Source: an optimization exercise on an open RTL-to-GDS flow (aim: small area, a short achievable clock period and few clock cycles per item). Production flows keep margins and buffers that such runs may drop. In this exercise RTL edits were held to simulation tests only and were not proved equivalent to the original. Power and IR drop assume default switching activity.

==> flow/design.v <==
module bitcrush_levels_rom (
    input  wire [8:0]  drive,
    output reg  [15:0] lvl_m
);
    always @(*) begin
        case (drive)
            9'd0: lvl_m = 16'd65535;
            9'd1: lvl_m = 16'd65524;
            9'd2: lvl_m = 16'd65493;
            9'd3: lvl_m = 16'd65441;
            9'd4: lvl_m = 16'd65368;
            9'd5: lvl_m = 16'd65275;
            9'd6: lvl_m = 16'd65161;
            9'd7: lvl_m = 16'd65027;
            9'd8: lvl_m = 16'd64872;
            9'd9: lvl_m = 16'd64698;
            9'd10: lvl_m = 16'd64503;
            9'd11: lvl_m = 16'd64288;
            9'd12: lvl_m = 16'd64054;
            9'd13: lvl_m = 16'd63801;
            9'd14: lvl_m = 16'd63528;
            9'd15: lvl_m = 16'd63236;
            9'd16: lvl_m = 16'd62926;
            9'd17: lvl_m = 16'd62598;
            9'd18: lvl_m = 16'd62251;
            9'd19: lvl_m = 16'd61887;
            9'd20: lvl_m = 16'd61505;
            9'd21: lvl_m = 16'd61106;
            9'd22: lvl_m = 16'd60691;
            9'd23: lvl_m = 16'd60259;
            9'd24: lvl_m = 16'd59811;
            9'd25: lvl_m = 16'd59348;
            9'd26: lvl_m = 16'd58870;
            9'd27: lvl_m = 16'd58377;
            9'd28: lvl_m = 16'd57870;
            9'd29: lvl_m = 16'd57349;
            9'd30: lvl_m = 16'd56814;
            9'd31: lvl_m = 16'd56267;
            9'd32: lvl_m = 16'd55708;
            9'd33: lvl_m = 16'd55136;
            9'd34: lvl_m = 16'd54553;
            9'd35: lvl_m = 16'd53959;
            9'd36: lvl_m = 16'd53355;
            9'd37: lvl_m = 16'd52740;
            9'd38: lvl_m = 16'd52117;
            9'd39: lvl_m = 16'd51484;
            9'd40: lvl_m = 16'd50842;
            9'd41: lvl_m = 16'd50193;
            9'd42: lvl_m = 16'd49537;
            9'd43: lvl_m = 16'd48873;
            9'd44: lvl_m = 16'd48203;
            9'd45: lvl_m = 16'd47527;
            9'd46: lvl_m = 16'd46846;
            9'd47: lvl_m = 16'd46160;
            9'd48: lvl_m = 16'd45469;
            9'd49: lvl_m = 16'd44775;
            9'd50: lvl_m = 16'd44077;
            9'd51: lvl_m = 16'd43377;
            9'd52: lvl_m = 16'd42673;
            9'd53: lvl_m = 16'd41969;
            9'd54: lvl_m = 16'd41262;
            9'd55: lvl_m = 16'd40555;
            9'd56: lvl_m = 16'd39847;
            9'd57: lvl_m = 16'd39139;
            9'd58: lvl_m = 16'd38431;
            9'd59: lvl_m = 16'd37724;
            9'd60: lvl_m = 16'd37019;
            9'd61: lvl_m = 16'd36315;
            9'd62: lvl_m = 16'd35613;
            9'd63: lvl_m = 16'd34914;
            9'd64: lvl_m = 16'd34217;
            9'd65: lvl_m = 16'd33524;
            9'd66: lvl_m = 16'd32834;
            9'd67: lvl_m = 16'd32149;
            9'd68: lvl_m = 16'd31468;
            9'd69: lvl_m = 16'd30791;
            9'd70: lvl_m = 16'd30119;
            9'd71: lvl_m = 16'd29453;
            9'd72: lvl_m = 16'd28792;
            9'd73: lvl_m = 16'd28138;
            9'd74: lvl_m = 16'd27489;
            9'd75: lvl_m = 16'd26847;
            9'd76: lvl_m = 16'd26211;
            9'd77: lvl_m = 16'd25583;
            9'd78: lvl_m = 16'd24961;
            9'd79: lvl_m = 16'd24347;
            9'd80: lvl_m = 16'd23741;
            9'd81: lvl_m = 16'd23142;
            9'd82: lvl_m = 16'd22551;
            9'd83: lvl_m = 16'd21968;
            9'd84: lvl_m = 16'd21394;
            9'd85: lvl_m = 16'd20828;
            9'd86: lvl_m = 16'd20270;
            9'd87: lvl_m = 16'd19722;
            9'd88: lvl_m = 16'd19181;
            9'd89: lvl_m = 16'd18650;
            9'd90: lvl_m = 16'd18128;
            9'd91: lvl_m = 16'd17615;
            9'd92: lvl_m = 16'd17111;
            9'd93: lvl_m = 16'd16616;
            9'd94: lvl_m = 16'd16130;
            9'd95: lvl_m = 16'd15654;
            9'd96: lvl_m = 16'd15186;
            9'd97: lvl_m = 16'd14728;
            9'd98: lvl_m = 16'd14280;
            9'd99: lvl_m = 16'd13840;
            9'd100: lvl_m = 16'd13410;
            9'd101: lvl_m = 16'd12989;
            9'd102: lvl_m = 16'd12577;
            9'd103: lvl_m = 16'd12175;
            9'd104: lvl_m = 16'd11781;
            9'd105: lvl_m = 16'd11397;
            9'd106: lvl_m = 16'd11022;
            9'd107: lvl_m = 16'd10656;
            9'd108: lvl_m = 16'd10298;
            9'd109: lvl_m = 16'd9950;
            9'd110: lvl_m = 16'd9610;
            9'd111: lvl_m = 16'd9279;
            9'd112: lvl_m = 16'd8956;
            9'd113: lvl_m = 16'd8642;
            9'd114: lvl_m = 16'd8336;
            9'd115: lvl_m = 16'd8039;
            9'd116: lvl_m = 16'd7749;
            9'd117: lvl_m = 16'd7468;
            9'd118: lvl_m = 16'd7195;
            9'd119: lvl_m = 16'd6929;
            9'd120: lvl_m = 16'd6671;
            9'd121: lvl_m = 16'd6421;
            9'd122: lvl_m = 16'd6178;
            9'd123: lvl_m = 16'd5943;
            9'd124: lvl_m = 16'd5714;
            9'd125: lvl_m = 16'd5493;
            9'd126: lvl_m = 16'd5278;
            9'd127: lvl_m = 16'd5071;
            9'd128: lvl_m = 16'd4869;
            9'd129: lvl_m = 16'd4675;
            9'd130: lvl_m = 16'd4487;
            9'd131: lvl_m = 16'd4305;
            9'd132: lvl_m = 16'd4129;
            9'd133: lvl_m = 16'd3959;
            9'd134: lvl_m = 16'd3794;
            9'd135: lvl_m = 16'd3636;
            9'd136: lvl_m = 16'd3483;
            9'd137: lvl_m = 16'd3335;
            9'd138: lvl_m = 16'd3193;
            9'd139: lvl_m = 16'd3055;
            9'd140: lvl_m = 16'd2923;
            9'd141: lvl_m = 16'd2795;
            9'd142: lvl_m = 16'd2673;
            9'd143: lvl_m = 16'd2554;
            9'd144: lvl_m = 16'd2441;
            9'd145: lvl_m = 16'd2331;
            9'd146: lvl_m = 16'd2226;
            9'd147: lvl_m = 16'd2125;
            9'd148: lvl_m = 16'd2028;
            9'd149: lvl_m = 16'd1934;
            9'd150: lvl_m = 16'd1844;
            9'd151: lvl_m = 16'd1758;
            9'd152: lvl_m = 16'd1676;
            9'd153: lvl_m = 16'd1597;
            9'd154: lvl_m = 16'd1521;
            9'd155: lvl_m = 16'd1448;
            9'd156: lvl_m = 16'd1378;
            9'd157: lvl_m = 16'd1311;
            9'd158: lvl_m = 16'd1247;
            9'd159: lvl_m = 16'd1186;
            9'd160: lvl_m = 16'd1127;
            9'd161: lvl_m = 16'd1071;
            9'd162: lvl_m = 16'd1018;
            9'd163: lvl_m = 16'd966;
            9'd164: lvl_m = 16'd918;
            9'd165: lvl_m = 16'd871;
            9'd166: lvl_m = 16'd826;
            9'd167: lvl_m = 16'd784;
            9'd168: lvl_m = 16'd743;
            9'd169: lvl_m = 16'd704;
            9'd170: lvl_m = 16'd667;
            9'd171: lvl_m = 16'd632;
            9'd172: lvl_m = 16'd598;
            9'd173: lvl_m = 16'd567;
            9'd174: lvl_m = 16'd536;
            9'd175: lvl_m = 16'd507;
            9'd176: lvl_m = 16'd480;
            9'd177: lvl_m = 16'd453;
            9'd178: lvl_m = 16'd428;
            9'd179: lvl_m = 16'd405;
            9'd180: lvl_m = 16'd382;
            9'd181: lvl_m = 16'd361;
            9'd182: lvl_m = 16'd341;
            9'd183: lvl_m = 16'd321;
            9'd184: lvl_m = 16'd303;
            9'd185: lvl_m = 16'd286;
            9'd186: lvl_m = 16'd269;
            9'd187: lvl_m = 16'd254;
            9'd188: lvl_m = 16'd239;
            9'd189: lvl_m = 16'd225;
            9'd190: lvl_m = 16'd212;
            9'd191: lvl_m = 16'd199;
            9'd192: lvl_m = 16'd188;
            9'd193: lvl_m = 16'd176;
            9'd194: lvl_m = 16'd166;
            9'd195: lvl_m = 16'd156;
            9'd196: lvl_m = 16'd146;
            9'd197: lvl_m = 16'd137;
            9'd198: lvl_m = 16'd129;
            9'd199: lvl_m = 16'd121;
            9'd200: lvl_m = 16'd113;
            9'd201: lvl_m = 16'd106;
            9'd202: lvl_m = 16'd100;
            9'd203: lvl_m = 16'd93;
            9'd204: lvl_m = 16'd87;
            9'd205: lvl_m = 16'd82;
            9'd206: lvl_m = 16'd77;
            9'd207: lvl_m = 16'd72;
            9'd208: lvl_m = 16'd67;
            9'd209: lvl_m = 16'd63;
            9'd210: lvl_m = 16'd58;
            9'd211: lvl_m = 16'd55;
            9'd212: lvl_m = 16'd51;
            9'd213: lvl_m = 16'd48;
            9'd214: lvl_m = 16'd44;
            9'd215: lvl_m = 16'd41;
            9'd216: lvl_m = 16'd38;
            9'd217: lvl_m = 16'd36;
            9'd218: lvl_m = 16'd33;
            9'd219: lvl_m = 16'd31;
            9'd220: lvl_m = 16'd29;
            9'd221: lvl_m = 16'd27;
            9'd222: lvl_m = 16'd25;
            9'd223: lvl_m = 16'd23;
            9'd224: lvl_m = 16'd21;
            9'd225: lvl_m = 16'd20;
            9'd226: lvl_m = 16'd18;
            9'd227: lvl_m = 16'd17;
            9'd228: lvl_m = 16'd16;
            9'd229: lvl_m = 16'd14;
            9'd230: lvl_m = 16'd13;
            9'd231: lvl_m = 16'd12;
            9'd232: lvl_m = 16'd11;
            9'd233: lvl_m = 16'd10;
            9'd234: lvl_m = 16'd10;
            9'd235: lvl_m = 16'd9;
            9'd236: lvl_m = 16'd8;
            9'd237: lvl_m = 16'd7;
            9'd238: lvl_m = 16'd7;
            9'd239: lvl_m = 16'd6;
            9'd240: lvl_m = 16'd6;
            9'd241: lvl_m = 16'd5;
            9'd242: lvl_m = 16'd5;
            9'd243: lvl_m = 16'd4;
            9'd244: lvl_m = 16'd4;
            9'd245: lvl_m = 16'd3;
            9'd246: lvl_m = 16'd3;
            9'd247: lvl_m = 16'd3;
            9'd248: lvl_m = 16'd2;
            9'd249: lvl_m = 16'd2;
            9'd250: lvl_m = 16'd2;
            9'd251: lvl_m = 16'd1;
            9'd252: lvl_m = 16'd1;
            9'd253: lvl_m = 16'd1;
            9'd254: lvl_m = 16'd1;
            9'd255: lvl_m = 16'd1;
            9'd256: lvl_m = 16'd1;
            default: lvl_m = 16'd1;
        endcase
    end
endmodule
module bitcrush_factor_rom (
    input  wire [8:0] drive,
    output wire [4:0] fm1
);
    function [4:0] fm1_of;
        input [8:0] d;
        case (d)
            9'd0: fm1_of = 5'd0;
            9'd1: fm1_of = 5'd0;
            9'd2: fm1_of = 5'd0;
            9'd3: fm1_of = 5'd0;
            9'd4: fm1_of = 5'd0;
            9'd5: fm1_of = 5'd0;
            9'd6: fm1_of = 5'd0;
            9'd7: fm1_of = 5'd0;
            9'd8: fm1_of = 5'd0;
            9'd9: fm1_of = 5'd0;
            9'd10: fm1_of = 5'd0;
            9'd11: fm1_of = 5'd0;
            9'd12: fm1_of = 5'd0;
            9'd13: fm1_of = 5'd0;
            9'd14: fm1_of = 5'd0;
            9'd15: fm1_of = 5'd0;
            9'd16: fm1_of = 5'd0;
            9'd17: fm1_of = 5'd0;
            9'd18: fm1_of = 5'd0;
            9'd19: fm1_of = 5'd0;
            9'd20: fm1_of = 5'd0;
            9'd21: fm1_of = 5'd0;
            9'd22: fm1_of = 5'd0;
            9'd23: fm1_of = 5'd0;
            9'd24: fm1_of = 5'd0;
            9'd25: fm1_of = 5'd0;
            9'd26: fm1_of = 5'd0;
            9'd27: fm1_of = 5'd0;
            9'd28: fm1_of = 5'd0;
            9'd29: fm1_of = 5'd0;
            9'd30: fm1_of = 5'd0;
            9'd31: fm1_of = 5'd0;
            9'd32: fm1_of = 5'd0;
            9'd33: fm1_of = 5'd0;
            9'd34: fm1_of = 5'd0;
            9'd35: fm1_of = 5'd0;
            9'd36: fm1_of = 5'd0;
            9'd37: fm1_of = 5'd0;
            9'd38: fm1_of = 5'd0;
            9'd39: fm1_of = 5'd0;
            9'd40: fm1_of = 5'd0;
            9'd41: fm1_of = 5'd0;
            9'd42: fm1_of = 5'd0;
            9'd43: fm1_of = 5'd0;
            9'd44: fm1_of = 5'd0;
            9'd45: fm1_of = 5'd0;
            9'd46: fm1_of = 5'd1;
            9'd47: fm1_of = 5'd1;
            9'd48: fm1_of = 5'd1;
            9'd49: fm1_of = 5'd1;
            9'd50: fm1_of = 5'd1;
            9'd51: fm1_of = 5'd1;
            9'd52: fm1_of = 5'd1;
            9'd53: fm1_of = 5'd1;
            9'd54: fm1_of = 5'd1;
            9'd55: fm1_of = 5'd1;
            9'd56: fm1_of = 5'd1;
            9'd57: fm1_of = 5'd1;
            9'd58: fm1_of = 5'd1;
            9'd59: fm1_of = 5'd1;
            9'd60: fm1_of = 5'd1;
            9'd61: fm1_of = 5'd1;
            9'd62: fm1_of = 5'd1;
            9'd63: fm1_of = 5'd1;
            9'd64: fm1_of = 5'd1;
            9'd65: fm1_of = 5'd1;
            9'd66: fm1_of = 5'd2;
            9'd67: fm1_of = 5'd2;
            9'd68: fm1_of = 5'd2;
            9'd69: fm1_of = 5'd2;
            9'd70: fm1_of = 5'd2;
            9'd71: fm1_of = 5'd2;
            9'd72: fm1_of = 5'd2;
            9'd73: fm1_of = 5'd2;
            9'd74: fm1_of = 5'd2;
            9'd75: fm1_of = 5'd2;
            9'd76: fm1_of = 5'd2;
            9'd77: fm1_of = 5'd2;
            9'd78: fm1_of = 5'd2;
            9'd79: fm1_of = 5'd2;
            9'd80: fm1_of = 5'd3;
            9'd81: fm1_of = 5'd3;
            9'd82: fm1_of = 5'd3;
            9'd83: fm1_of = 5'd3;
            9'd84: fm1_of = 5'd3;
            9'd85: fm1_of = 5'd3;
            9'd86: fm1_of = 5'd3;
            9'd87: fm1_of = 5'd3;
            9'd88: fm1_of = 5'd3;
            9'd89: fm1_of = 5'd3;
            9'd90: fm1_of = 5'd3;
            9'd91: fm1_of = 5'd3;
            9'd92: fm1_of = 5'd4;
            9'd93: fm1_of = 5'd4;
            9'd94: fm1_of = 5'd4;
            9'd95: fm1_of = 5'd4;
            9'd96: fm1_of = 5'd4;
            9'd97: fm1_of = 5'd4;
            9'd98: fm1_of = 5'd4;
            9'd99: fm1_of = 5'd4;
            9'd100: fm1_of = 5'd4;
            9'd101: fm1_of = 5'd4;
            9'd102: fm1_of = 5'd4;
            9'd103: fm1_of = 5'd5;
            9'd104: fm1_of = 5'd5;
            9'd105: fm1_of = 5'd5;
            9'd106: fm1_of = 5'd5;
            9'd107: fm1_of = 5'd5;
            9'd108: fm1_of = 5'd5;
            9'd109: fm1_of = 5'd5;
            9'd110: fm1_of = 5'd5;
            9'd111: fm1_of = 5'd5;
            9'd112: fm1_of = 5'd5;
            9'd113: fm1_of = 5'd6;
            9'd114: fm1_of = 5'd6;
            9'd115: fm1_of = 5'd6;
            9'd116: fm1_of = 5'd6;
            9'd117: fm1_of = 5'd6;
            9'd118: fm1_of = 5'd6;
            9'd119: fm1_of = 5'd6;
            9'd120: fm1_of = 5'd6;
            9'd121: fm1_of = 5'd6;
            9'd122: fm1_of = 5'd7;
            9'd123: fm1_of = 5'd7;
            9'd124: fm1_of = 5'd7;
            9'd125: fm1_of = 5'd7;
            9'd126: fm1_of = 5'd7;
            9'd127: fm1_of = 5'd7;
            9'd128: fm1_of = 5'd7;
            9'd129: fm1_of = 5'd7;
            9'd130: fm1_of = 5'd7;
            9'd131: fm1_of = 5'd8;
            9'd132: fm1_of = 5'd8;
            9'd133: fm1_of = 5'd8;
            9'd134: fm1_of = 5'd8;
            9'd135: fm1_of = 5'd8;
            9'd136: fm1_of = 5'd8;
            9'd137: fm1_of = 5'd8;
            9'd138: fm1_of = 5'd9;
            9'd139: fm1_of = 5'd9;
            9'd140: fm1_of = 5'd9;
            9'd141: fm1_of = 5'd9;
            9'd142: fm1_of = 5'd9;
            9'd143: fm1_of = 5'd9;
            9'd144: fm1_of = 5'd9;
            9'd145: fm1_of = 5'd9;
            9'd146: fm1_of = 5'd10;
            9'd147: fm1_of = 5'd10;
            9'd148: fm1_of = 5'd10;
            9'd149: fm1_of = 5'd10;
            9'd150: fm1_of = 5'd10;
            9'd151: fm1_of = 5'd10;
            9'd152: fm1_of = 5'd10;
            9'd153: fm1_of = 5'd11;
            9'd154: fm1_of = 5'd11;
            9'd155: fm1_of = 5'd11;
            9'd156: fm1_of = 5'd11;
            9'd157: fm1_of = 5'd11;
            9'd158: fm1_of = 5'd11;
            9'd159: fm1_of = 5'd11;
            9'd160: fm1_of = 5'd12;
            9'd161: fm1_of = 5'd12;
            9'd162: fm1_of = 5'd12;
            9'd163: fm1_of = 5'd12;
            9'd164: fm1_of = 5'd12;
            9'd165: fm1_of = 5'd12;
            9'd166: fm1_of = 5'd13;
            9'd167: fm1_of = 5'd13;
            9'd168: fm1_of = 5'd13;
            9'd169: fm1_of = 5'd13;
            9'd170: fm1_of = 5'd13;
            9'd171: fm1_of = 5'd13;
            9'd172: fm1_of = 5'd13;
            9'd173: fm1_of = 5'd14;
            9'd174: fm1_of = 5'd14;
            9'd175: fm1_of = 5'd14;
            9'd176: fm1_of = 5'd14;
            9'd177: fm1_of = 5'd14;
            9'd178: fm1_of = 5'd14;
            9'd179: fm1_of = 5'd15;
            9'd180: fm1_of = 5'd15;
            9'd181: fm1_of = 5'd15;
            9'd182: fm1_of = 5'd15;
            9'd183: fm1_of = 5'd15;
            9'd184: fm1_of = 5'd16;
            9'd185: fm1_of = 5'd16;
            9'd186: fm1_of = 5'd16;
            9'd187: fm1_of = 5'd16;
            9'd188: fm1_of = 5'd16;
            9'd189: fm1_of = 5'd16;
            9'd190: fm1_of = 5'd17;
            9'd191: fm1_of = 5'd17;
            9'd192: fm1_of = 5'd17;
            9'd193: fm1_of = 5'd17;
            9'd194: fm1_of = 5'd17;
            9'd195: fm1_of = 5'd17;
            9'd196: fm1_of = 5'd18;
            9'd197: fm1_of = 5'd18;
            9'd198: fm1_of = 5'd18;
            9'd199: fm1_of = 5'd18;
            9'd200: fm1_of = 5'd18;
            9'd201: fm1_of = 5'd19;
            9'd202: fm1_of = 5'd19;
            9'd203: fm1_of = 5'd19;
            9'd204: fm1_of = 5'd19;
            9'd205: fm1_of = 5'd19;
            9'd206: fm1_of = 5'd20;
            9'd207: fm1_of = 5'd20;
            9'd208: fm1_of = 5'd20;
            9'd209: fm1_of = 5'd20;
            9'd210: fm1_of = 5'd20;
            9'd211: fm1_of = 5'd21;
            9'd212: fm1_of = 5'd21;
            9'd213: fm1_of = 5'd21;
            9'd214: fm1_of = 5'd21;
            9'd215: fm1_of = 5'd21;
            9'd216: fm1_of = 5'd22;
            9'd217: fm1_of = 5'd22;
            9'd218: fm1_of = 5'd22;
            9'd219: fm1_of = 5'd22;
            9'd220: fm1_of = 5'd22;
            9'd221: fm1_of = 5'd23;
            9'd222: fm1_of = 5'd23;
            9'd223: fm1_of = 5'd23;
            9'd224: fm1_of = 5'd23;
            9'd225: fm1_of = 5'd23;
            9'd226: fm1_of = 5'd24;
            9'd227: fm1_of = 5'd24;
            9'd228: fm1_of = 5'd24;
            9'd229: fm1_of = 5'd24;
            9'd230: fm1_of = 5'd25;
            9'd231: fm1_of = 5'd25;
            9'd232: fm1_of = 5'd25;
            9'd233: fm1_of = 5'd25;
            9'd234: fm1_of = 5'd25;
            9'd235: fm1_of = 5'd26;
            9'd236: fm1_of = 5'd26;
            9'd237: fm1_of = 5'd26;
            9'd238: fm1_of = 5'd26;
            9'd239: fm1_of = 5'd27;
            9'd240: fm1_of = 5'd27;
            9'd241: fm1_of = 5'd27;
            9'd242: fm1_of = 5'd27;
            9'd243: fm1_of = 5'd27;
            9'd244: fm1_of = 5'd28;
            9'd245: fm1_of = 5'd28;
            9'd246: fm1_of = 5'd28;
            9'd247: fm1_of = 5'd28;
            9'd248: fm1_of = 5'd29;
            9'd249: fm1_of = 5'd29;
            9'd250: fm1_of = 5'd29;
            9'd251: fm1_of = 5'd29;
            9'd252: fm1_of = 5'd30;
            9'd253: fm1_of = 5'd30;
            9'd254: fm1_of = 5'd30;
            9'd255: fm1_of = 5'd30;
            9'd256: fm1_of = 5'd31;
            default: fm1_of = 5'd31;
        endcase
    endfunction
    assign fm1 = fm1_of(drive);
endmodule
module bitcrush_core (
    input  wire        clk,
    input  wire        rst,
    input  wire        cmd_valid,
    output reg         cmd_ready,
    input  wire [31:0] cmd_data,
    output reg         rsp_valid,
    output wire [31:0] rsp_data
);
    localparam [1:0] K_SAMP = 2'd0, K_ACK = 2'd1, K_ILL = 2'd2, K_GET = 2'd3;
    reg         in_v;
    reg  [3:0]  in_op;
    reg         in_rz;        
    reg  [15:0] in_dat;
    reg  [8:0]  drive_r;
    reg  [9:0]  gain_r;
    reg  [4:0]  fm1_r;        
    reg  [15:0] held_s;       
    reg  [15:0] held_m;       
    reg  [4:0]  cnt;
    reg         dirty;        
    reg         dpend;        
    reg  [5:0]  rep_front;
    reg  [6:0]  out_cnt;
    wire [15:0] data    = in_dat;
    wire        dz      = (data == 16'd0);
    wire        is_samp = in_rz && (in_op == 4'h1);
    wire        is_sd   = in_rz && (in_op == 4'h2);
    wire        is_sg   = in_rz && (in_op == 4'h3);
    wire        is_gd   = in_rz && (in_op == 4'h4) && dz;
    wire        is_gg   = in_rz && (in_op == 4'h5) && dz;
    wire        is_nop  = in_rz && (in_op == 4'h0) && dz;
    wire        latch    = (cnt >= fm1_r);
    wire        need_job = is_samp && (latch || dirty);
    wire        need_rec = !is_samp || need_job;
    wire [1:0]  rec_kind = is_samp ? K_SAMP :
                           (is_gd || is_gg) ? K_GET :
                           (is_nop || is_sd || is_sg) ? K_ACK : K_ILL;
    wire [8:0]  drive_new = data[15] ? 9'd0  : (data > 16'd256) ? 9'd256  : data[8:0];
    wire [9:0]  gain_new  = data[15] ? 10'd0 : (data > 16'd512) ? 10'd512 : data[9:0];
    wire [4:0]  fm1_d;
    bitcrush_factor_rom u_from (.drive(drive_r), .fm1(fm1_d));
    wire [15:0] m_cur;
    bitcrush_levels_rom u_rom (.drive(drive_r), .lvl_m(m_cur));
    reg         v1, v2, v3, v5;
    reg  [1:0]  k1, k2, k3, k5;
    reg  [5:0]  p1, p2, p3;
    reg  [1:0]  i1, i2, i3;
    reg         gs1;          
    reg  [17:0] a1;
    reg  [2:0]  b10, b11;     
    reg  [15:0] u2;
    reg         n2;
    reg  [11:0] g2;
    reg         gp2;
    reg  [18:0] a2;
    reg  [15:0] m2;           
    reg  [15:0] r3, x3, m3;
    reg  [17:0] t3;           
    reg         n3, z3;
    reg  [15:0] val5;         
    reg         n5, z5;
    reg  [9:0]  gp5;          
    reg  [3:0]  rsp_hi;
    reg  [15:0] rsp_lo;
    assign rsp_data = {rsp_hi, 12'd0, rsp_lo};
    wire done1 = v1 && (k1 != K_SAMP || i1 == 2'd3);
    wire done2 = v2 && (k2 != K_SAMP || i2 == 2'd3);
    wire done3 = v3 && (k3 != K_SAMP || i3 == 2'd3);
    wire xf3   = done3 && ((p3 == 6'd0) || ((p3 == 6'd1) && !v5));
    wire take3 = !v3 || xf3;
    wire xf2   = done2 && take3;
    wire take2 = !v2 || xf2;
    wire xf1   = done1 && take2;
    wire take1 = !v1 || xf1;
    wire blk     = is_samp && dpend;
    wire consume = in_v && !blk && (!need_rec || take1);
    wire load1   = in_v && !blk && need_rec && take1;
    wire any_rec = v1 | v2 | v3 | v5;
    wire h3 = v3 && !v5;
    wire h2 = v2 && !v3 && !v5;
    wire h1 = v1 && !v2 && !v3 && !v5;
    wire d3 = h3 && (p3 != 6'd0);
    wire d2 = h2 && (p2 != 6'd0);
    wire d1 = h1 && (p1 != 6'd0);
    wire df = !any_rec && (rep_front != 6'd0);
    wire emit_rep = d1 | d2 | d3 | df;
    wire emit     = emit_rep | v5;
    wire       acc_in   = cmd_valid && cmd_ready;
    wire       dirty_c  = is_sg ? 1'b1 : need_job ? 1'b0 : dirty;
    wire       pj_cons  = dirty_c || (is_samp ? (latch ? (fm1_r == 5'd0) : ({1'b0, cnt} + 6'd1 >= {1'b0, fm1_r}))
                                               : latch);
    wire       pred_job = dpend || (consume ? pj_cons : (dirty || latch));
    wire       dirty_nx = consume ? dirty_c : dirty;
    wire       dpend_nx = consume && is_sd;
    wire       in_samp  = (cmd_data[31:16] == 16'h1000);
    wire       in_v_nx  = acc_in || (in_v && !consume);
    wire       v1_nx    = load1 || (v1 && !xf1);
    wire       rdy_stay = !(in_v && !consume) ||
                          (!(is_samp && dpend_nx) && (!(need_rec || dpend) || !v1_nx));
    wire       rdy_samp = !dpend_nx && (!pred_job || !v1_nx);
    wire       rdy_oth  = !v1_nx;
    wire       rdy_room = (out_cnt <= 7'd58);
    wire       rdy_nx   = rdy_room && (acc_in ? (in_samp ? rdy_samp : rdy_oth) : rdy_stay);
    wire [6:0] out_em   = out_cnt - {6'd0, emit};
    wire [6:0] out_em1  = out_cnt + {6'd0, !emit};
    function [2:0] booth;    
        input [2:0] b;
        case (b)
            3'b000, 3'b111: booth = 3'b000;
            3'b001, 3'b010: booth = 3'b001;
            3'b011:         booth = 3'b010;
            3'b100:         booth = 3'b110;
            default:        booth = 3'b101;    
        endcase
    endfunction
    wire [15:0] s_ld = (is_samp && latch) ? data : held_s;
    reg  [4:0]  swn;          
    always @(*) begin
        case (i1)
            2'd0:    swn = held_s[7:3];
            2'd1:    swn = held_s[11:7];
            default: swn = held_s[15:11];
        endcase
    end
    wire [2:0]  bd10 = b10;
    wire [2:0]  bd11 = b11;
    wire [16:0] pp10 = bd10[0] ? {1'b0, held_m} : bd10[1] ? {held_m, 1'b0} : 17'd0;
    wire [16:0] pp11 = bd11[0] ? {1'b0, held_m} : bd11[1] ? {held_m, 1'b0} : 17'd0;
    wire [20:0] o10  = {{3{a1[17]}}, a1};
    wire [20:0] o11  = {21{bd10[2]}} ^ {4'b0, pp10};
    wire [20:0] o12  = ({21{bd11[2]}} ^ {4'b0, pp11}) << 2;
    wire [20:0] o13  = {18'd0, bd11[2], 1'b0, bd10[2]};
    wire [20:0] c1s  = o10 ^ o11 ^ o12;
    wire [20:0] c1c  = ((o10 & o11) | (o10 & o12) | (o11 & o12)) << 1;
    wire [20:0] c2s  = c1s ^ c1c ^ o13;
    wire [20:0] c2c  = ((c1s & c1c) | (c1s & o13) | (c1c & o13)) << 1;
    wire [20:0] t1   = c2s + c2c;
    wire [17:0] a1n  = t1[20:4] | {t1[20], 17'd0};
    wire        kneg = held_s[15];
    wire [15:0] u_in = t1[18:3] ^ {16{kneg}};
    wire        c_in = t1[2] ^ kneg;
    wire [2:0]  bd20 = booth({g2[1:0], gp2});
    wire [2:0]  bd21 = booth(g2[3:1]);
    wire [16:0] pp20 = bd20[0] ? {1'b0, u2} : bd20[1] ? {u2, 1'b0} : 17'd0;
    wire [16:0] pp21 = bd21[0] ? {1'b0, u2} : bd21[1] ? {u2, 1'b0} : 17'd0;
    wire [21:0] o20  = {{3{a2[18]}}, a2};
    wire [21:0] o21  = {22{bd20[2]}} ^ {5'b0, pp20};
    wire [21:0] o22  = ({22{bd21[2]}} ^ {5'b0, pp21}) << 2;
    wire [21:0] o23  = {19'd0, bd21[2], 1'b0, bd20[2]};
    wire [21:0] d1s  = o20 ^ o21 ^ o22;
    wire [21:0] d1c  = ((o20 & o21) | (o20 & o22) | (o21 & o22)) << 1;
    wire [21:0] d2s  = d1s ^ d1c ^ o23;
    wire [21:0] d2c  = ((d1s & d1c) | (d1s & o23) | (d1c & o23)) << 1;
    wire [21:0] t2   = d2s + d2c;
    wire [18:0] a2n  = t2[21:4] | {t2[21], 18'd0};
    wire [24:0] kg   = {a2[12:0], g2};
    wire [7:0]  kr   = kg[7:0];
    wire        mb   = m2[0];
    wire [1:0]  cx   = !n2 ? {1'b0, (mb ? (kr > 8'd128) : (kr != 8'd0))}
                           : (mb ? ((kr > 8'd128) ? 2'd2 : 2'd1) : {1'b0, (kr != 8'd0)});
    wire [1:0]  kx   = 2'd1 + {1'b0, n2} - cx;      
    wire [32:0] x0   = {1'b0, kg, 5'd0, kx};
    wire [32:0] x1   = {16'hFFFF, ~kg[24:8]};
    wire [32:0] x2   = {18'd0, m2[15:1]} ^ {33{n2}};
    wire [32:0] xs   = x0 ^ x1 ^ x2;
    wire [32:0] xc   = ((x0 & x1) | (x0 & x2) | (x1 & x2)) << 1;
    wire [32:0] xp   = xs + xc;
    wire [17:0] m3x  = {2'b0, m2} + {1'b0, m2, 1'b0};
    wire [17:0] r3w = {r3, x3[15:14]};
    wire [18:0] e31 = {1'b0, r3w} - {3'b0, m3};
    wire [18:0] e32 = {1'b0, r3w} - {2'b0, m3, 1'b0};
    wire [18:0] e33 = {1'b0, r3w} - {1'b0, t3};
    wire [1:0]  q3  = !e33[18] ? 2'd3 : !e32[18] ? 2'd2 : !e31[18] ? 2'd1 : 2'd0;
    wire [15:0] r3m = !e33[18] ? e33[15:0] : !e32[18] ? e32[15:0] : !e31[18] ? e31[15:0] : r3w[15:0];
    wire [15:0] x3m = {x3[13:0], q3};
    wire [17:0] r4w = {r3m, x3m[15:14]};
    wire [18:0] e41 = {1'b0, r4w} - {3'b0, m3};
    wire [18:0] e42 = {1'b0, r4w} - {2'b0, m3, 1'b0};
    wire [18:0] e43 = {1'b0, r4w} - {1'b0, t3};
    wire [1:0]  q4  = !e43[18] ? 2'd3 : !e42[18] ? 2'd2 : !e41[18] ? 2'd1 : 2'd0;
    wire [15:0] r3n = !e43[18] ? e43[15:0] : !e42[18] ? e42[15:0] : !e41[18] ? e41[15:0] : r4w[15:0];
    wire [15:0] x3n = {x3m[13:0], q4};
    reg  [15:0] vfin;
    always @(*) begin
        if (z5)
            vfin = 16'd0;
        else if (!n5)
            vfin = val5[15] ? 16'h7FFF : val5;
        else
            vfin = (val5[15] || (&val5[14:0])) ? 16'h8000 : ~val5;
    end
    always @(posedge clk) begin
        if (acc_in) begin
            in_op  <= cmd_data[31:28];
            in_rz  <= (cmd_data[27:16] == 12'd0);
            in_dat <= cmd_data[15:0];
        end
        if (consume) begin
            if (is_samp) begin
                if (latch) begin
                    cnt    <= 5'd0;
                    held_s <= data;
                    held_m <= m_cur;
                end else begin
                    cnt    <= cnt + 5'd1;
                end
            end
            if (is_sd)
                drive_r <= drive_new;
            if (is_sg)
                gain_r <= gain_new;
        end
        dirty <= dirty_nx;
        dpend <= dpend_nx;
        fm1_r <= fm1_d;
        if (load1) begin
            a1  <= 18'd0;
            i1  <= 2'd0;
            k1  <= rec_kind;
            gs1 <= is_gd;
            b10 <= booth({s_ld[1:0], 1'b0});
            b11 <= booth(s_ld[3:1]);
        end else if (v1 && !done1) begin
            a1  <= a1n;
            i1  <= i1 + 2'd1;
            b10 <= booth(swn[2:0]);
            b11 <= booth(swn[4:2]);
        end
        if (xf1) begin
            u2  <= u_in;
            n2  <= kneg;
            g2  <= {2'd0, gain_r};
            gp2 <= 1'b0;
            a2  <= c_in ? {9'd0, gain_r} : 19'd0;
            m2  <= (k1 == K_SAMP) ? held_m : gs1 ? {7'd0, drive_r} : {6'd0, gain_r};
            i2  <= 2'd0;
            k2  <= k1;
        end else if (v2 && !done2) begin
            g2  <= {t2[3:0], g2[11:4]};
            gp2 <= g2[3];
            a2  <= a2n;
            i2  <= i2 + 2'd1;
        end
        if (xf2) begin
            r3 <= xp[31:16];
            x3 <= xp[15:0];
            z3 <= xp[32];
            n3 <= n2;
            m3 <= m2;
            t3 <= m3x;
            i3 <= 2'd0;
            k3 <= k2;
        end else if (v3 && !done3) begin
            r3 <= r3n;
            x3 <= x3n;
            i3 <= i3 + 2'd1;
        end
        if (xf3) begin
            k5 <= k3;
            if (k3 == K_SAMP) begin
                val5 <= x3n;
                n5   <= n3;
                z5   <= z3;
            end
            gp5 <= m3[9:0];
        end
        if (load1)   p1 <= rep_front - {5'd0, df};
        else if (d1) p1 <= p1 - 6'd1;
        if (xf1)     p2 <= p1 - {5'd0, d1};
        else if (d2) p2 <= p2 - 6'd1;
        if (xf2)     p3 <= p2 - {5'd0, d2};
        else if (d3) p3 <= p3 - 6'd1;
        if (emit) begin
            if (emit_rep || k5 == K_SAMP) begin
                rsp_hi <= 4'b0001;
                rsp_lo <= vfin;
            end else begin
                case (k5)
                    K_GET:   begin rsp_hi <= 4'b0010; rsp_lo <= {6'd0, gp5}; end
                    K_ACK:   begin rsp_hi <= 4'b0000; rsp_lo <= 16'd0; end
                    default: begin rsp_hi <= 4'b1111; rsp_lo <= 16'd0; end
                endcase
            end
        end
        if (rst) begin
            in_v      <= 1'b0;
            cmd_ready <= 1'b0;
            v1 <= 1'b0; v2 <= 1'b0; v3 <= 1'b0; v5 <= 1'b0;
            rsp_valid <= 1'b0;
            rep_front <= 6'd0;
            out_cnt   <= 7'd0;
            drive_r   <= 9'd128;
            gain_r    <= 10'd256;
            fm1_r     <= 5'd7;
            held_s    <= 16'd0;
            held_m    <= 16'd1;
            cnt       <= 5'd0;
            dirty     <= 1'b0;
            dpend     <= 1'b0;
            z5        <= 1'b1;
        end else begin
            in_v      <= in_v_nx;
            cmd_ready <= rdy_nx;
            v1 <= v1_nx;
            v2 <= xf1 || (v2 && !xf2);
            v3 <= xf2 || (v3 && !xf3);
            v5 <= xf3;
            rsp_valid <= emit;
            rep_front <= load1 ? 6'd0 :
                         rep_front + {5'd0, consume && !need_rec} - {5'd0, df};
            out_cnt   <= acc_in ? out_em1 : out_em;
        end
    end
endmodule
==> flow/flow/run.sh <==
#!/bin/bash
set -euo pipefail
bash standard.sh SETUP_SLACK_MARGIN=8 finish > standard.log 2>&1
==> flow/standard.sh <==
#!/bin/bash
# synth_recipe.tcl (not shown) runs the flow's synth.tcl, then flattens the netlist and writes it again
# the make line also repeats each setting of config.mk as NAME=value (left out here)
make -C /OpenROAD-flow-scripts/flow DESIGN_CONFIG=/design/flow/config.mk WORK_HOME=/design/flow/orfs CLKGATE_MAP_FILE= SYNTH_SCRIPT=/design/flow/synth_recipe.tcl "${@:-finish}"
==> flow/config.mk <==
export PLATFORM = sky130hd
export DESIGN_NAME = bitcrush_core
export DESIGN_NICKNAME = bitcrush_core
export VERILOG_FILES = /design/flow/design.v
export SDC_FILE = /design/flow/constraint.sdc
export NUM_CORES = 4
export LEC_CHECK = 0
export CAP_MARGIN = 20
export CORE_MARGIN = 2
export CORE_UTILIZATION = 40
export SLEW_MARGIN = 20
export SYNTH_MEMORY_MAX_BITS = 8192
==> flow/constraint.sdc <==
create_clock -name core_clock -period 12.0 [get_ports {clk}]
set_input_delay 2.4000 -clock core_clock [delete_from_list [all_inputs] [get_ports {clk}]]
set_output_delay 2.4000 -clock core_clock [all_outputs]
set_load 0.01 [all_outputs]
==> results of run 1 <==
-- final timing paths --
path	startpoint	to	slack, ns	cells past startpoint
max reg2reg	t3[0]$_DFFE_PP_	r3[12]$_DFFE_PP_	6.69	24
min	x3[4]$_DFFE_PP_	val5[8]$_DFFE_PP_	0.45	0
max	t3[0]$_DFFE_PP_	r3[12]$_DFFE_PP_	6.69	24
min reg2reg	x3[4]$_DFFE_PP_	val5[8]$_DFFE_PP_	0.45	0
-- final cells by class --
class / instances / area, um^2
Timing Repair Buffer: 279 / 2460
Clock buffer: 57 / 1160
Clock inverter: 17 / 178
Sequential cell: 338 / 9060
Tap cell: 1040 / 1300
Multi-Input combinational cell: 2983 / 22400
Fill cell: 7462 / 40200
Inverter: 208 / 808
-- cells by family (layout without fill, tap and decap cells) --
family          Yosys count  after routing
other cells               1             12
flops                   338            338
compound gates         1109           1109
mux                      61             61
xor+xnor                287            287
buf+inv                 416            561
fa+ha+maj               375            375
simple gates           1137           1139
-- Yosys cell counts, types with 17 or more instances --
library cell / number / share of area [%]
nand3_1: 79 / 1.3
fa_1: 62 / 4.0
a211oi_1: 49 / 1.2
o211ai_1: 40 / 0.96
nor4_1: 17 / 0.34
nand2_1: 412 / 4.9
xnor2_1: 151 / 4.2
a21oi_1: 298 / 4.8
clkbuf_1: 152 / 1.8
o21ai_0: 294 / 4.7
a21boi_0: 17 / 0.41
o31ai_1: 25 / 0.60
a31oi_1: 39 / 0.78
and3_1: 30 / 0.60
nor2_1: 298 / 3.6
o21a_1: 31 / 0.74
dfxtp_1: 110 / 7.0
mux2i_1: 41 / 1.3
nor3_1: 92 / 1.5
a22o_1: 17 / 0.47
or3_1: 25 / 0.50
a22oi_1: 34 / 0.81
inv_1: 199 / 2.4
nor2b_1: 43 / 0.86
nand2b_1: 47 / 0.94
edfxtp_1: 228 / 22
ha_1: 313 / 12
and2_1: 22 / 0.44
buf_1: 36 / 0.43
a21o_1: 50 / 1.2
a221oi_1: 20 / 0.56
o22ai_1: 29 / 0.58
xor2_1: 136 / 3.8
-- registers in the layout, indices dropped and copies added, names as in the netlist, 7 cells and up --
name	cells
a1	17
a2	18
drive_r	9
g2	12
gain_r	10
gp5	10
held_m	16
held_s	16
in_dat	16
m2	16
m3	15
out_cnt	7
r3	16
rsp_lo	16
t3	18
u2	16
val5	16
x3	16
-- power by group through the flow --
stage | Sequential, mW | Combinational (mW) | Clock [mW]
6_report | 1.76 | 5.92 | 1.25
5_1_grt | 1.78 | 6.48 | 1.32
4_1_cts | 1.76 | 5.40 | 1.27
3_5_place_dp | 1.79 | 4.62 | 0
3_3_place_gp | 1.79 | 4.58 | 0
2_1_floorplan | 1.73 | 3.61 | 0
-- cells in the final DEF (no fill, tap or decap), types with 55 or more instances in the layout --
| cell | synthesis | final |
|---|---|---|
| a21oi_1 | 298 | 265 |
| buf_4 | 14 | 176 |
| dfxtp_1 | 110 | 105 |
| edfxtp_1 | 228 | 228 |
| fa_1 | 62 | 55 |
| ha_1 | 313 | 276 |
| inv_1 | 199 | 176 |
| nand2_1 | 412 | 405 |
| nand3_1 | 79 | 78 |
| nor2_1 | 298 | 289 |
| nor3_1 | 92 | 82 |
| o21ai_0 | 294 | 243 |
| xnor2_1 | 151 | 142 |
| xor2_1 | 136 | 128 |
-- repair_timing --
item                       4_1_cts  5_1_grt
setup buffers                  135       40
pin swaps                       88       90
hold buffers                     0        0
setup endpoints to repair       78       70
gates cloned                     7        1
resized for setup              203      118
-- stage by stage --
stage	instance area, um^2	utilization, %	cells	power, mW	setup slack [ns]
finish	37300	48.1	4922	8.93	6.69
global route	37300	48.1	4922	9.58	6.52
CTS	36500	47.0	4881	8.43	6.79
detailed placement	33200	42.8	4665	6.41	5.58
global placement	33200	42.8	4665	6.37	5.67
floorplan	31900	-	3735	5.34	7.04
-- layer usage --
metal	vias to the layer above	global-route usage [%]	wire (um)
met2	920	41.4	48300
met3	266	2.78	5240
met1	13650	30.1	42000
met5	-	0	0
met4	0	10.9	4790
li1	13715	-	-
==> results.cfg, run 1 <==
[clock_network]
htreeDepth = 2
clk_pin_slew_ns = 0.06
root_buffer = clkbuf_16
cts_buffer_depth = 3
cts_sinks = 338
cts_tree = done
cts-buffers-inserted = 40
clock_latency_ns = 0.58

[yosys]
synth_xor_area_share_pct = 8.01
ys_ff_latch = 338
ys_seq_area_share_pct = 28.8
synthMuxAreaShare_pct = 2.28
ys_dominant_reg_cell = edfxtp_1
synth_compound_area_share_pct = 22.6
yosysWarningCount = 3
synthesis.area_per_instance_um2 = 8.43
synth_top_family_by_area = compound AO/OA/AOI/OAI gates
synthesis.area_um2 = 31400
synth_adder_area_share_pct = 16.4
synthesis.instances = 3724
synth_edf_count = 228
yosys.area_share.simple_pct = 16.7
ys_async_sr_fraction_pct = 0
ys_types = 95

[place]
gp_congestion = 0.972
numPortBuffers = 56
dp_hpwl_um = 71700

[floorplanning]
die-area_um2 = 80700
core.rowCount = 102
fp.coreArea_um2 = 77600
die_w_um = 284
die_y_um = 284
io_pins = 69
initial_core_util_pct = 40.4

[pwr]
power.leakage_nw = 14.8
p_clk_share_pct = 14.0
seqPwrFrac_pct = 19.7
vdd_drop_max_mv = 0.164
combPwrFrac_pct = 66.4
p_int_mw = 5.07
switching_share_pct = 43.2
power_density_nw_per_um2 = 239
switching_power_mw = 3.85

[critical_path]
path_common_cell = buf_6
critPathKind = reg2reg
slowest_delay_ns = 0.44
endpoint_kind = flop
crit_required_ns = 12.30
path_max_fanout = 6
crit_family = compound AO/OA/AOI/OAI gates
cp.arrival_ns = 5.61
cp_slowest_cell = edfxtp_1
path_buf_inv = 4
cp_cell_sequence = ha_4, fa_2, nand2b_4, a21oi_4, o2111ai_4, a21oi_2, nor2_2, buf_6, buf_4, a31o_4, ha_4, o21a_1, o31a_1, nor4_4, o31ai_4, a31o_4, a41o_1, a21o_1, a211oi_4, buf_6, nor3_4, buf_6, a221oi_2, o21ai_1
startpoint_type = flop

[worst_hold_path]
hp-class = reg2reg

[route]
num_vias = 28551
vias_per_cell = 5.80
drc = 0
routedWlPerCell_um = 20.4
drtAntennaViolNets = 0
routed_wl_um = 100000
drt_first_pass_iters = 5
drtIter0Drc = 2174

[timing]
tightest_slew_ns = 0.998
slew_headroom_pct = 33.3
fin_crit_ns = 5.31
slew_viol_final = 0
setup_viol = 0
whs_ns = 0.450
skew_ns = 0.0292
fmax_mhz = 188
grt_setup_unrepaired = true
fin_setup_tns_ns = 0
finalCritPeriodShare_pct = 44.3
finalHoldViolations = 0

[grt]
grt_first_pass_wirelength_um = 156000
antenna_found_initial = 0
grt_max_degree = 88
grt_use_total_pct = 24.0
grt_pass1_vias = 27711
overflow = 0

[flow_run]
drv_cap = 0

[finish]
fin_nets = 4260
drive_gt1_share_pct = 15.4
antennaDiodeCount = 0
area_delta_synth_final_pct = 19.0

[status]
status = timing/DRC/antenna clean
Testbench counts, summed over its fixed seeds: cycles 10,121, items 6,288.
==> run 2: changes to the inputs <==
==> flow/flow/run.sh (replaced) <==
#!/bin/bash
set -euo pipefail
bash standard.sh SETUP_SLACK_MARGIN=7 finish > standard.log 2>&1
--- a/flow/config.mk
+++ b/flow/config.mk
@@ -10,3 +10,4 @@
 export CORE_UTILIZATION = 40
 export SLEW_MARGIN = 20
 export SYNTH_MEMORY_MAX_BITS = 8192
+export TNS_END_PERCENT = 10
==> run 2 against run 1 <==
Still clean. Critical path depth unchanged. Sequential share of layout area increased by 1.3 points. Die area stayed put. Clock power is 7% higher. Synthesized area stayed put. Combinational power fell by 17%. Routed wire length fell by 4.0%. Global-route usage decreased by 0.65 points. Hold slack worse by 0.0027 ns. Core utilization is 2.5 points lower. Maximum frequency shrank 1.5%. First-iteration DRC count is 27% higher. Critical path type unchanged.
==> results.cfg, run 2 <==
[critical_path]
cp_slowest_cell = edfxtp_1
regToRegEndpoint = r3[15]$_DFFE_PP_
worst-r2r-setup-slack_ns = 6.61
cp.arrival_ns = 5.69
crit_family = compound AO/OA/AOI/OAI gates
endpoint_kind = flop
startpoint_type = flop
crit_start = t3[0]$_DFFE_PP_
critPathKind = reg2reg
rr_worst_depth = 24
path_buf_inv = 2
cp_cell_sequence = ha_4, fa_2, nor2b_2, o31a_1, o211ai_2, nand4_1, nand2_4, o21ai_4, nand2_2, o21ai_4, inv_4, ha_4, nor2b_4, o31a_1, o31ai_4, a21oi_2, o21ai_2, o21ai_2, a211o_1, nor3_4, buf_6, and4bb_1, a211oi_2, a22oi_1
path_max_fanout = 8
r2r_start = t3[0]$_DFFE_PP_
crit_required_ns = 12.30
slowest_delay_ns = 0.47

[grt]
grt_max_degree = 80
grt_use_total_pct = 23.4
antenna_found_initial = 1
overflow = 0
grt_pass1_vias = 26678
grt_first_pass_wirelength_um = 152000

[route]
routed_wl_um = 96300
routedWlPerCell_um = 20.0
vias_per_cell = 5.82
m1WireLength_um = 42500
num_vias = 27981
wl_met3_um = 6610
drtAntennaViolNets = 0
drc = 0
drtIter0Drc = 2767
drt_first_pass_iters = 8
routed-wl-met2_um = 43300
highest_layer = met4

[yosys]
ys_top_cells_by_area = edfxtp_1 22%, ha_1 12%, dfxtp_1 7.0%, nand2_1 4.9%, a21oi_1 4.8%
ys_dominant_reg_cell = edfxtp_1
synthesis.instances = 3724
synth_edf_count = 228
ys_types = 95
synth.most_common_cell = nand2_1
synthesis.area_um2 = 31400
synth_commonest_cells = 412 x nand2_1, 313 x ha_1, 298 x a21oi_1, 298 x nor2_1, 294 x o21ai_0
ys_ff_latch = 338
synth_area_leader_cell = edfxtp_1
yosysWarningCount = 3
ys_async_sr_fraction_pct = 0
ys_seq_area_share_pct = 28.8
synth.top_cell.area_share_pct = 21.8
synthesis.area_per_instance_um2 = 8.43

[floorplanning]
initial_core_util_pct = 40.4
die_y_um = 284
fp.coreArea_um2 = 77600
core.rowCount = 102
die_w_um = 284
io_pins = 69
die-area_um2 = 80700

[timing]
skew_ns = 0.0240
fin_setup_tns_ns = 0
setup_viol = 0
slew_viol_final = 0
fmax_mhz = 185
worst_slack_ns = 6.61
fin_crit_ns = 5.39
tightest_slew_ns = 1.11
finalCritPeriodShare_pct = 44.9
slew_headroom_pct = 25.4
finalHoldViolations = 0
grt_setup_unrepaired = true

[finish]
multi_input_area_um2 = 21400
antennaDiodeCount = 0
layout_commonest_cell = nand2_1
nFillCells = 7688
layout_common_cells = 410 x nand2_1, 296 x nor2_1, 296 x ha_1, 289 x a21oi_1, 281 x o21ai_0
reg_top3 = a2 x18, t3 x18, a1 x17
fin_nets = 4144
drive_gt1_share_pct = 8.84
seq_area_um2 = 9060
area_delta_synth_final_pct = 12.8

[clock_network]
cts_hold_buf = 0
htreeDepth = 2
cts_tree = done
cts_sinks = 338
cts-buffers-inserted = 42
clk_pin_slew_ns = 0.06
root_buffer = clkbuf_16
cts_buffer_depth = 3
clock_latency_ns = 0.59

[worst_hold_path]
hold_end = cmd_ready$_SDFF_PP0_
holdPathStages = 1
hold_path_startpoint = out_cnt[6]$_SDFF_PP0_
hp-class = reg2reg

[status]
status = timing/DRC/antenna clean

[place]
gp_congestion = 0.983
dp_slack_ns = 5.68
dp_hpwl_um = 70800
numPortBuffers = 56

[pwr]
vdd_drop_max_mv = 0.122
power.leakage_nw = 14.0
power_density_nw_per_um2 = 227

[flow_run]
drv_cap = 0
-- run 2: through the flow --
stage	util (%)	power [mW]	instances	hold WS, ns	instance area [um^2]
after floorplan	-	5.21	3735	0.400	31600
after global placement	42.4	6.24	4664	0.431	32900
after detailed placement	42.4	6.26	4664	0.430	32900
after CTS	45.4	7.94	4791	0.443	35200
after global routing	45.6	8.68	4808	0.468	35400
final	45.6	8.03	4808	0.447	35400
-- run 2: cell families after synthesis --
family,count (synthesis),share of synthesized area (%)
flip-flops,338,28.8
XOR/XNOR,287,8.01
AND/OR/NAND/NOR,1137,16.7
multiplexers,61,2.28
other,1,0.0119
buffers and inverters,416,5.21
AO/OA/AOI/OAI,1109,22.6
adder cells (fa/ha/maj),375,16.4
-- run 2: area by class of cell --
class                      instances  area share [%]
tap                             1040            3.68
sequential                       338            25.6
timing repair buffer             163            3.95
clock inverter                    17           0.686
clock buffer                      61            3.49
inverter                         208            2.22
multi-input combinational       2981            60.4
-- run 2: worst max-delay path by stage --
| stage | depth (start not counted) | to | slack, ns |
|---|---|---|---|
| 2_1_floorplan | 24 | r3[0]$_DFFE_PP_ | 7.00 |
| 3_3_place_gp | 23 | r3[7]$_DFFE_PP_ | 5.87 |
| 3_5_place_dp | 23 | r3[11]$_DFFE_PP_ | 5.68 |
| 4_1_cts | 26 | r3[0]$_DFFE_PP_ | 6.78 |
| 5_1_grt | 24 | r3[14]$_DFFE_PP_ | 6.36 |
| 6_report | 24 | r3[15]$_DFFE_PP_ | 6.61 |
-- run 2: what timing repair did --
action / 4_1_cts / 5_1_grt
buffers inserted: 46 / 17
endpoints found under the setup margin: 37 / 37
gates cloned: 3 / 0
pin swaps: 34 / 17
resized for setup: 95 / 20
-- run 2: per-layer routing --
metal	GRT usage, %	vias to the layer above
met5	0	-
met4	9.03	0
met3	3.45	217
met2	37.2	1078
met1	31.9	13184
li1	-	13502
-- run 2: report_power, final --
group / switching (mW) / internal, mW
logic: 2.76 / 2.17
registers: 0.174 / 1.58
clock network: 0.532 / 0.809
total: 3.47 / 4.57
==> run 3: changes to the inputs <==
--- a/flow/config.mk
+++ b/flow/config.mk
@@ -10,4 +10,3 @@
 export CORE_UTILIZATION = 40
 export SLEW_MARGIN = 20
 export SYNTH_MEMORY_MAX_BITS = 8192
-export TNS_END_PERCENT = 10
==> run 3 against run 2 <==
Still clean. Maximum frequency up 1.2%. Design area is 2.9% higher. Register-to-register slack gained 0.06 ns. Routed wire length rose by 3.8%. Total power increased by 5.5%. Critical endpoint is now r3[0]$_DFFE_PP_. Highest routed layer unchanged.
==> results.cfg, run 3 <==
[status]
status = timing/DRC/antenna clean

[floorplanning]
io_pins = 69
die_w_um = 284
fp.coreArea_um2 = 77600
die-area_um2 = 80700
core.rowCount = 102
initial_core_util_pct = 40.4
die_y_um = 284

[yosys]
ys_types = 95
synth_edf_count = 228
ys_top_cells_by_area = edfxtp_1 22%, ha_1 12%, dfxtp_1 7.0%, nand2_1 4.9%, a21oi_1 4.8%
synth.most_common_cell = nand2_1
ys_seq_area_share_pct = 28.8
synth_compound_area_share_pct = 22.6
ys_dominant_reg_cell = edfxtp_1
synthesis.area_per_instance_um2 = 8.43
yosysWarningCount = 3
ys_async_sr_fraction_pct = 0
synthesis.area_um2 = 31400
ys_ff_latch = 338
synth_area_leader_cell = edfxtp_1
synth.top_cell.area_share_pct = 21.8
synthMuxAreaShare_pct = 2.28
synth_adder_area_share_pct = 16.4
synth_xor_area_share_pct = 8.01
synth_commonest_cells = 412 x nand2_1, 313 x ha_1, 298 x a21oi_1, 298 x nor2_1, 294 x o21ai_0
yosys.area_share.simple_pct = 16.7
synth_top_family_by_area = compound AO/OA/AOI/OAI gates
synthesis.instances = 3724

[timing]
tightest_slew_ns = 1.12
finalCritPeriodShare_pct = 44.4
fmax_mhz = 188
fin_setup_tns_ns = 0
slew_headroom_pct = 25.2
grt_setup_unrepaired = true
finalHoldViolations = 0
skew_ns = 0.0223
slew_viol_final = 0
setup_viol = 0
whs_ns = 0.445
fin_crit_ns = 5.33

[route]
drtIter0Drc = 2573
routed_wl_um = 99900
routedWlPerCell_um = 20.5
drc = 0
vias_per_cell = 5.82
num_vias = 28373
drtAntennaViolNets = 0
drt_first_pass_iters = 6

[finish]
fin_nets = 4214
final_cells = 4877
layout_common_cells = 408 x nand2_1, 292 x nor2_1, 288 x ha_1, 279 x a21oi_1, 276 x o21ai_0
layout_commonest_cell = nand2_1
drive_gt1_share_pct = 12.1
utilization_pct = 46.9
area_delta_synth_final_pct = 16.1
reg_top3 = a2 x18, t3 x18, a1 x17

[worst_hold_path]
hp-class = reg2reg

[clock_network]
cts_sinks = 338
clock_latency_ns = 0.60
clk_pin_slew_ns = 0.06
root_buffer = clkbuf_16
cts_tree = done
cts_buffer_depth = 3
htreeDepth = 2
cts-buffers-inserted = 42
cts_hold_buf = 0

[place]
numPortBuffers = 56
placed_cells = 4667
dp_hpwl_um = 71800
gp_congestion = 1.01

[pwr]
power.leakage_nw = 14.4
vdd_drop_max_mv = 0.141
power_density_nw_per_um2 = 233

[grt]
grt_use_total_pct = 23.8
grt_pass1_vias = 26795
antenna_found_initial = 0
overflow = 0
grt_max_degree = 85
grt_first_pass_wirelength_um = 153000

[flow_run]
drv_cap = 0

[critical_path]
critPathKind = reg2reg
cp.arrival_ns = 5.67
endpoint_kind = flop
path_max_fanout = 7
startpoint_type = flop
crit_required_ns = 12.34
[run 3: cell counts after synthesis]
No cell type changed its count.
[run 3: report_power, final]
group	switching, mW	total (mW)	internal [mW]
clock network	0.537	1.27	0.738
registers	0.171	1.76	1.58
logic	3.01	5.44	2.44
[run 3: final timing paths]
path	startpoint	to	slack (ns)	depth (start not counted)
min	x3[7]$_DFFE_PP_	val5[11]$_DFFE_PP_	0.44	0
max reg2reg	t3[0]$_DFFE_PP_	r3[0]$_DFFE_PP_	6.67	25
min reg2reg	x3[7]$_DFFE_PP_	val5[11]$_DFFE_PP_	0.44	0
max	t3[0]$_DFFE_PP_	r3[0]$_DFFE_PP_	6.67	25
[run 3: final cells by class]
| type | instances | area, um^2 |
|---|---|---|
| antenna | 1 | 2.50 |
| clock buffer | 59 | 1140 |
| clock inverter | 17 | 206 |
| fill | 7642 | 41200 |
| inverter | 208 | 800 |
| multi-input combinational | 2983 | 21800 |
| sequential | 338 | 9060 |
| tap | 1040 | 1300 |
| timing repair buffer | 231 | 2110 |
[run 3: metrics by stage]
step                cell area (um^2)  setup slack [ns]  total power, mW
finish                         36400              6.67             8.47
global route                   36400              6.50             9.11
CTS                            35500              6.80             8.04
detailed placement             32900              5.79             6.30
global placement               32900              5.43             6.28
floorplan                      31600              7.00             5.21
[run 3: worst max-delay path, cell delays in order (launching register included)]
cell      delay (ns)
edfxtp_1        0.44
ha_4            0.21
fa_2            0.39
nor2b_2         0.14
o31a_1          0.23
o211ai_4        0.11
nand4_1         0.20
nand2_4         0.14
o21ai_4         0.26
nand2_2         0.10
o21ai_4         0.10
inv_4           0.07
ha_4            0.21
nor2b_4         0.12
o31a_1          0.36
nor4_4          0.23
o31ai_2         0.14
a31o_2          0.23
a41o_1          0.22
a21o_1          0.17
a211oi_2        0.27
buf_6           0.18
buf_12          0.12
a21oi_4         0.07
mux2i_1         0.12
mux2_4          0.26
[run 3: timing repair]
item / CTS / global route
cloned: 7 / 3
buffers inserted: 72 / 51
pin swaps: 54 / 56
setup endpoints to repair: 40 / 33
resized for setup: 130 / 101
[run 3: kinds of logic after synthesis]
family	Yosys count
other	1
flip-flops	338
XOR/XNOR	287
AND/OR/NAND/NOR	1137
AO/OA/AOI/OAI	1109
buffers and inverters	416
multiplexers	61
adder cells (fa/ha/maj)	375
[run 3: metal layers]
layer | GRT usage (%) | vias to the layer above | part of all wire [%]
met5 | 0 | - | 0
met4 | 9.99 | 0 | 4.6
met3 | 3.17 | 292 | 7.4
met2 | 38.9 | 1153 | 45
met1 | 31.7 | 13296 | 43
li1 | - | 13632 | -
==> run 4: changes to the inputs <==
==> flow/flow/run.sh (replaced) <==
#!/bin/bash
set -euo pipefail
bash standard.sh SETUP_SLACK_MARGIN=7.5 finish > standard.log 2>&1
--- a/flow/config.mk
+++ b/flow/config.mk
@@ -5,8 +5,10 @@
 export SDC_FILE = /design/flow/constraint.sdc
 export NUM_CORES = 4
 export LEC_CHECK = 0
+export ABC_AREA = 1
 export CAP_MARGIN = 20
 export CORE_MARGIN = 2
 export CORE_UTILIZATION = 40
 export SLEW_MARGIN = 20
 export SYNTH_MEMORY_MAX_BITS = 8192
+export TNS_END_PERCENT = 10
==> run 4 against run 3 <==
Critical path depth rose by 3. Flip-flop and latch count stayed put. Synthesized cell count rose by 11%. Core utilization is 0.98 points higher. Die area decreased by 1.3%. Critical endpoint is now x3[9]$_DFFE_PP_. Largest power group unchanged. Highest routed layer is now met5.
==> results.cfg, run 4 <==
[status]
status = timing/DRC/antenna clean

[yosys]
ys_types = 65
synthesis.instances = 4123
synthesis.area_um2 = 31000
ys_top_cells_by_area = edfxtp_1 22%, ha_1 13%, nand2_1 9.8%, dfxtp_1 7.1%, inv_1 6.7%
yosys.area_share.simple_pct = 20.0
yosysWarningCount = 3
synthMuxAreaShare_pct = 0.0970
synthesis.area_per_instance_um2 = 7.51
ys_async_sr_fraction_pct = 0
synth.top_cell.area_share_pct = 22.1
synth.most_common_cell = nand2_1
synth_edf_count = 228
ys_seq_area_share_pct = 29.2
ys_ff_latch = 338
synth_compound_area_share_pct = 18.3
synth_adder_area_share_pct = 16.7
synth_xor_area_share_pct = 7.07
synth_top_family_by_area = simple AND/OR/NAND/NOR gates
ys_dominant_reg_cell = edfxtp_1
synth_area_leader_cell = edfxtp_1
synth_commonest_cells = 809 x nand2_1, 552 x inv_1, 355 x o21ai_0

[timing]
setup_viol = 0
finalCritPeriodShare_pct = 38.2
skew_ns = 0.0304
finalHoldViolations = 0
tightest_slew_ns = 1.02
fin_crit_ns = 4.59
slew_viol_final = 0
fmax_mhz = 218
slew_headroom_pct = 31.6
grt_setup_unrepaired = true
whs_ns = 0.434
fin_setup_tns_ns = 0

[floorplanning]
initial_core_util_pct = 40.2
io_pins = 69
core.rowCount = 102
die_w_um = 282
fp.coreArea_um2 = 77100
die_y_um = 282
die-area_um2 = 79700

[clock_network]
clock_latency_ns = 0.59
cts_hold_buf = 0
root_buffer = clkbuf_16
cts_sinks = 338
clk_pin_slew_ns = 0.06
cts-buffers-inserted = 42
cts_buffer_depth = 3
htreeDepth = 2
cts_tree = done

[grt]
grt_use_total_pct = 27.0
antenna_found_initial = 1
grt_max_degree = 70
overflow = 0
grt_pass1_vias = 28679
grt_first_pass_wirelength_um = 166000

[route]
num_vias = 30053
drt_first_pass_iters = 7
drtIter0Drc = 2483
drc = 0
routed_wl_um = 111000
vias_per_cell = 5.60
routedWlPerCell_um = 20.7
drtAntennaViolNets = 0

[place]
dpl_cell_area_um2 = 32500
dp_hpwl_um = 85300
numPortBuffers = 56
gp_congestion = 0.983

[critical_path]
endpoint_kind = flop
critPathKind = reg2reg
worst-r2r-setup-slack_ns = 7.41
r2r_start = g2[1]$_DFFE_PP_
rr_worst_depth = 28
crit_required_ns = 12.31
cp.arrival_ns = 4.90
slowest_delay_ns = 0.53
cp_slowest_cell = fa_1
path_common_cell = buf_4
regToRegEndpoint = x3[9]$_DFFE_PP_
path_max_fanout = 3
startpoint_type = flop

[worst_hold_path]
holdPathStages = 0
hp-class = reg2reg
hold_path_startpoint = n3$_DFFE_PP_
hold_end = n5$_DFFE_PP_

[pwr]
power_density_nw_per_um2 = 267
vdd_drop_max_mv = 0.192
power.leakage_nw = 16.4

[finish]
drive_gt1_share_pct = 13.0
layout_common_cells = 771 x nand2_1, 521 x inv_1, 330 x o21ai_0, 300 x nor2_1, 285 x a21oi_1
reg_top3 = a2 x18, t3 x18, a1 x17
fin_area_um2 = 36900
fin_nets = 4708
area_delta_synth_final_pct = 19.3
antennaDiodeCount = 0
nFillCells = 7636
layout_commonest_cell = nand2_1

[flow_run]
drv_cap = 0
[run 4: changes by cell type after synthesis, moves of 59 or more]
cell,delta
inv_1,+353
clkbuf_1,-70
nand3_1,+135
nand2_1,+397
nor3_1,-59
xnor2_1,-84
o21ai_0,+61
[run 4: routing by layer]
layer	up-vias	global-route usage (%)	share of wire, %
met4	2	12.4	5.3
met5	-	0	0.012
li1	14368	-	-
met1	14216	33.7	41
met3	307	3.73	6.2
met2	1160	46.4	48
[run 4: critical path: cells and delay by family, from the launching register on]
| kind | cells | cell delay [ns] |
|---|---|---|
| compound gates | 4 | 0.37 |
| xor+xnor | 2 | 0.31 |
| fa+ha+maj | 4 | 1.08 |
| buf+inv | 12 | 1.37 |
| flops | 1 | 0.42 |
| simple gates | 6 | 0.77 |
[run 4: cell families (layout without fill, tap and decap cells)]
kind of cell | count (synthesis) | in the layout
XOR/XNOR | 250 | 250
adder cells (fa/ha/maj) | 375 | 375
multiplexers | 3 | 3
flip-flops | 338 | 338
AO/OA/AOI/OAI | 980 | 980
AND/OR/NAND/NOR | 1479 | 1480
other | 1 | 12
buffers and inverters | 697 | 893
[run 4: layout make-up]
type                    count  area (um^2)  area share (%)
repair inverters            3         25.0          0.0677
clock inverters            20          219           0.593
multi-input cells        3100        20800            56.4
well taps                1040         1300            3.52
clock buffers              57         1160            3.13
repair buffers            244         2130            5.76
flip-flops and latches    338         9050            24.5
inverters                 569         2210            5.99
[run 4: repair_timing]
action                     CTS  global route
resized for setup          101           274
pin swaps                   23            78
setup endpoints to repair   45            88
cloned                       1             4
setup buffers               60            98
[run 4: how the worst max path moves through the flow]
stage | slack [ns] | cells past startpoint | start | to
after global placement | 6.12 | 25 | m3[9]$_DFFE_PP_ | r3[0]$_DFFE_PP_
after detailed placement | 6.11 | 25 | m3[8]$_DFFE_PP_ | r3[0]$_DFFE_PP_
after floorplan | 7.51 | 21 | g2[0]$_DFFE_PP_ | a2[15]$_SDFFCE_PP0P_
after CTS | 7.32 | 28 | g2[3]$_DFFE_PP_ | x3[9]$_DFFE_PP_
after global routing | 7.22 | 28 | g2[1]$_DFFE_PP_ | r3[9]$_DFFE_PP_
final | 7.41 | 28 | g2[1]$_DFFE_PP_ | x3[9]$_DFFE_PP_
[run 4: power breakdown]
part	internal [mW]	total [mW]	switching, mW
Clock	0.748	1.27	0.524
Combinational	2.79	6.77	3.98
Sequential	1.64	1.82	0.172
Total	5.18	9.86	4.68
[run 4: through the flow]
step | setup WS [ns] | power (mW) | util [%] | cells
floorplan | 7.51 | 5.94 | - | 4134
global placement | 6.12 | 7.43 | 42.2 | 5131
detailed placement | 6.11 | 7.43 | 42.2 | 5131
CTS | 7.32 | 9.05 | 45.0 | 5269
global route | 7.22 | 10.7 | 47.9 | 5371
finish | 7.41 | 9.86 | 47.9 | 5371

-- re-timing with driven ports --
How much do the figures lean on ideal ports? The routed layouts below were timed once more, with nothing changed but the port constraints. Step 1: set_driving_cell puts a clkbuf_16 on clk and a buf_2 on each other input, an assumption about the parent block. Step 2 adds t to the input delays and takes it off the output delays; t is the mean of the earliest and latest rising clock arrival at the registers after step 1. Input paths then give back, and output paths get back, about the clock's delay inside the block. a / b / c = ideal / step 1 / step 2; a / b = the first two.
| run | t, ns | setup WS [ns] | latest minus earliest clock arrival (ns) | slew at the worst register clock pin (ns) |
|---|---|---|---|---|
| run 1 | 0.623 | 6.689 / 6.689 / 6.689 | 0.030 / 0.030 | 0.07 / 0.07 |
| run 2 | 0.651 | 6.608 / 6.608 / 6.608 | 0.024 / 0.024 | 0.06 / 0.06 |
| run 3 | 0.653 | 6.670 / 6.670 / 6.670 | 0.023 / 0.023 | 0.07 / 0.07 |
| run 4 | 0.630 | 7.413 / 7.413 / 6.917 | 0.031 / 0.030 | 0.06 / 0.06 |
After both steps every run listed still meets setup and hold. For run 4, which loses most, drivers alone change the setup slack by 0.000 ns; drivers and shift together by -0.496 ns.
